Context: an optimization exercise on an open-source flow, tuned for small area, a short achievable clock period and few clock cycles per item. The choices shown serve that exercise and are no tape-out recipe.
At most, simulation tests tie the RTL to the original design; equivalence was not proved.
No activity file was given, so power comes from the tool's default toggle rates.

// spsws_cal
module spsws_cal (
    input  wire        clk,
    input  wire        rst,           
    input  wire        start,         
    output wire        ready,
    input  wire [31:0] f0_eff,        
    input  wire [31:0] fh_eff,        
    input  wire [31:0] fl_eff,        
    input  wire [31:0] symbol_us,     
    input  wire [31:0] ramp_us,       
    input  wire [7:0]  pwr_min,       
    input  wire [7:0]  pwr_max,       
    output reg         done,          
    output reg  [2:0]  fail_check,    
    output wire [31:0] shift_dur,
    output wire [31:0] idle,
    output wire [31:0] t1,
    output wire [31:0] t2,
    output wire [31:0] t3,
    output wire [31:0] t4,
    output wire [31:0] period,
    output wire [31:0] edge_step,
    output wire [31:0] bit_step
);
Settings: LEC_CHECK=0, CAP_MARGIN=20, CORE_MARGIN=2, CORE_UTILIZATION=40, SETUP_SLACK_MARGIN=2, SLEW_MARGIN=20; clock period 10.0 ns.
run.sh (not shown) runs the stock make flow with config.mk's settings and CLKGATE_MAP_FILE= SYNTH_SCRIPT=/design/flow/synth_recipe.tcl, a recipe that flattens the netlist after the stock synthesis.
The first run completed and failed the layout checks on capacitance limit, slew limit.
Change:
--- a/flow/design.v
+++ b/flow/design.v
@@ -133,43 +133,39 @@
     wire        dh_big_in = |dh_full[31:19];
     wire        dl_big_in = |dl_full[31:19];
     wire        ok1_in  = ~dh_full[32] & (|dh_full[31:0]) &
                           ~dl_full[32] & (|dl_full[31:0]);
     wire [2:0]  ch_in   = dh_big_in ? 3'd1 : dw_cycles(dh_full[18:0]);
     wire [2:0]  cl_in   = dl_big_in ? 3'd1 : dw_cycles(dl_full[18:0]);
-    wire [18:0] dh_in   = dh_big_in ? 19'h7FFFF : dh_full[18:0];
-    wire [18:0] dl_in   = dl_big_in ? 19'h7FFFF : dl_full[18:0];
-    wire [20:0] dh3x_in = dh_big_in ? 21'h17FFFD : dh3_in;
-    wire [20:0] dl3x_in = dl_big_in ? 21'h17FFFD : dl3_in;
-    wire [34:0] k1_in   = {2'd0, symbol_us, 1'b0} - {1'b0, ramp_us, 2'd0};
     wire [8:0]  rng_in  = {pwr_max[7], pwr_max} - {pwr_min[7], pwr_min} + 9'd1;
     wire [9:0]  rng3_in = {pwr_max[7], pwr_max, 1'b0} + {pwr_max[7], pwr_max[7], pwr_max}
                         - {pwr_min[7], pwr_min, 1'b0} - {pwr_min[7], pwr_min[7], pwr_min}
                         + 10'd3;
     wire        s_small = (symbol_us[31:16] == 16'd0);
     wire        r_small = (ramp_us[31:16] == 16'd0);
     wire [31:0] en_in   = symbol_us - 32'd1000;
     reg  [18:0] dh_r, dl_r;
     reg  [20:0] dh3_r, dl3_r;
-    reg         ok1_r;
-    reg  [22:0] k1c_r;          
+    reg         hbig_r, lbig_r, ok1_r;
     reg  [31:0] s_r;
     reg  [34:0] k1_r;           
     reg  [33:0] k4_r;           
     reg         rpos_r, c5_r;
     reg  [8:0]  rng_r;
     reg  [9:0]  rng3_r;
     always @(posedge clk) begin
         if (st_idle) begin
-            dh_r   <= dh_in;
-            dl_r   <= dl_in;
-            dh3_r  <= dh3x_in;
-            dl3_r  <= dl3x_in;
+            dh_r   <= dh_full[18:0];
+            dl_r   <= dl_full[18:0];
+            dh3_r  <= dh3_in;
+            dl3_r  <= dl3_in;
+            hbig_r <= dh_big_in;
+            lbig_r <= dl_big_in;
             ok1_r  <= ok1_in;
             s_r    <= symbol_us;
-            k1_r   <= k1_in;
+            k1_r   <= {2'd0, symbol_us, 1'b0} - {1'b0, ramp_us, 2'd0};
             k4_r   <= {1'b0, symbol_us, 1'b0} + {ramp_us, 2'd0};
             rpos_r <= |ramp_us;
             c5_r   <= (ramp_us >= {23'd0, rng_in});
             rng_r  <= rng_in;
             rng3_r <= rng3_in;
         end
@@ -201,15 +197,12 @@
             ke   <= s_small ? 4'd4 : 4'd8;
             xb   <= r_small ? {ramp_us[15:0], 16'd0} : ramp_us;
             kb   <= r_small ? 4'd4 : 4'd8;
             re   <= 8'd0;
             rb   <= 8'd0;
         end else if (st_div) begin
-            c4 <= (s_r >= {23'd0, rng_r} + 32'd1000);
-            k1c_r <= k1_r[34] ? 23'h7FFFFF :
-                     (|k1_r[33:22]) ? 23'h3FFFFF : k1_r[22:0];
             if (ch != 3'd0) begin
                 remh <= sh[18:0];
                 qh   <= {qh[14:0], sh[22:19]};
                 nbh  <= dw_nb(ch - 3'd1);
                 ch   <= ch - 3'd1;
             end
@@ -226,33 +219,33 @@
             if (kb != 4'd0) begin
                 {rb, xb} <= sb;
                 kb <= kb - 4'd1;
             end
         end
     end
-    wire [18:0] qh_e = qh;
-    wire [18:0] ql_e = ql;
+    wire [18:0] qh_e = hbig_r ? 19'd0 : qh;
+    wire [18:0] ql_e = lbig_r ? 19'd0 : ql;
     wire [19:0] sig  = {1'b0, qh_e} + {1'b0, ql_e};
     wire        xo   = s_r[0] ^ qh_e[0];
     wire        yo   = s_r[0] ^ ql_e[0];
     wire        so   = qh_e[0] ^ ql_e[0];
     wire [21:0] u    = {2'd0, sig} + {21'd0, xo} + {21'd0, yo};
     wire signed [22:0] v = $signed({3'd0, sig}) - $signed({21'd0, so, 1'b0})
                          - $signed({22'd0, xo}) - $signed({22'd0, yo});
-        wire [33:0] a1 = k1_r[33:0] - {12'd0, u};
+    wire signed [35:0] k1s = {k1_r[34], k1_r};
+    wire [33:0] a1 = k1_r[33:0] - {12'd0, u};
     wire [33:0] a2 = {1'b0, s_r, 1'b0} - {12'd0, u};
     wire [33:0] a3 = {1'b0, s_r, 1'b0} + {{11{v[22]}}, v};
     wire [33:0] a4 = k4_r + {{11{v[22]}}, v};
-    wire signed [24:0] k1cs = {{2{k1c_r[22]}}, k1c_r};
-    wire signed [24:0] c_t1 = k1cs - 25'sd4 - $signed({6'd0, qh_e}) - $signed({6'd0, ql_e})
-                            - $signed({24'd0, xo}) - $signed({24'd0, yo});
-    wire signed [24:0] c_t4 = $signed({6'd0, qh_e}) + $signed({6'd0, ql_e})
-                            - $signed({23'd0, so, 1'b0}) - $signed({24'd0, xo})
-                            - $signed({24'd0, yo}) - k1cs;
-    reg  c4;
-    wire chk2 = ~c_t1[24] & c_t4[24] & rpos_r & (|sig[19:1]);
+    wire signed [35:0] c_t1 = k1s - 36'sd4 - $signed({17'd0, qh_e}) - $signed({17'd0, ql_e})
+                            - $signed({35'd0, xo}) - $signed({35'd0, yo});
+    wire signed [35:0] c_t4 = $signed({17'd0, qh_e}) + $signed({17'd0, ql_e})
+                            - $signed({34'd0, so, 1'b0}) - $signed({35'd0, xo})
+                            - $signed({35'd0, yo}) - k1s;
+    wire c4   = (s_r >= {23'd0, rng_r} + 32'd1000);
+    wire chk2 = ~c_t1[35] & c_t4[35] & rpos_r & (|sig[19:1]);
     wire pass = chk2 & c4 & c5_r;
     wire dw_last = (ch <= 3'd1) && (cl <= 3'd1);
     wire rg_last = (ke <= 4'd2) && (kb <= 4'd2);
     always @(posedge clk) begin
         if (rst) begin
             state      <= S_IDLE;
After rerunning: With this change the flow completed with no timing, DRC or antenna violations. Worst setup slack improved by 0.033 ns. Die area shrinks by 1.8%. Hold slack got worse by 0.0034 ns. Count of clock-buffer cells in the layout shrinks by 15. Cell count shrinks by 2.2%. Global-route usage shrinks by 0.50 points. Wire length shrinks by 2.6%. Combinational power grows by 72%.
Testbench counts after the change, summed over its fixed seeds: cycles 11,982, items 2,400.
Only the layout flow was run in the first run of this note; the RTL was not checked for function there.

-- port drivers added, routing unchanged --
Ports are ideal in the flow. The routed layouts listed here were re-timed in OpenROAD. Step 1 assumes that a clkbuf_16 drives the clock port and a buf_2 every other input. Step 2 also shifts input and output timing later by t, the mid clock arrival at the registers, as if the neighbouring blocks saw the same clock. Three values: ideal ports, drivers, drivers and shift; two values: the first two.
| run | t, ns | slack for setup (ns) | pins driven straight from the clock port |
|---|---|---|---|
| the first run | 0.783 | 2.369 / 2.369 / 2.052 | 1 |
| the second run | 0.779 | 2.402 / 2.402 / 1.986 | 1 |
The setup slack of the second run, which loses most, moves by 0.000 ns with the drivers and by -0.416 ns with both steps.
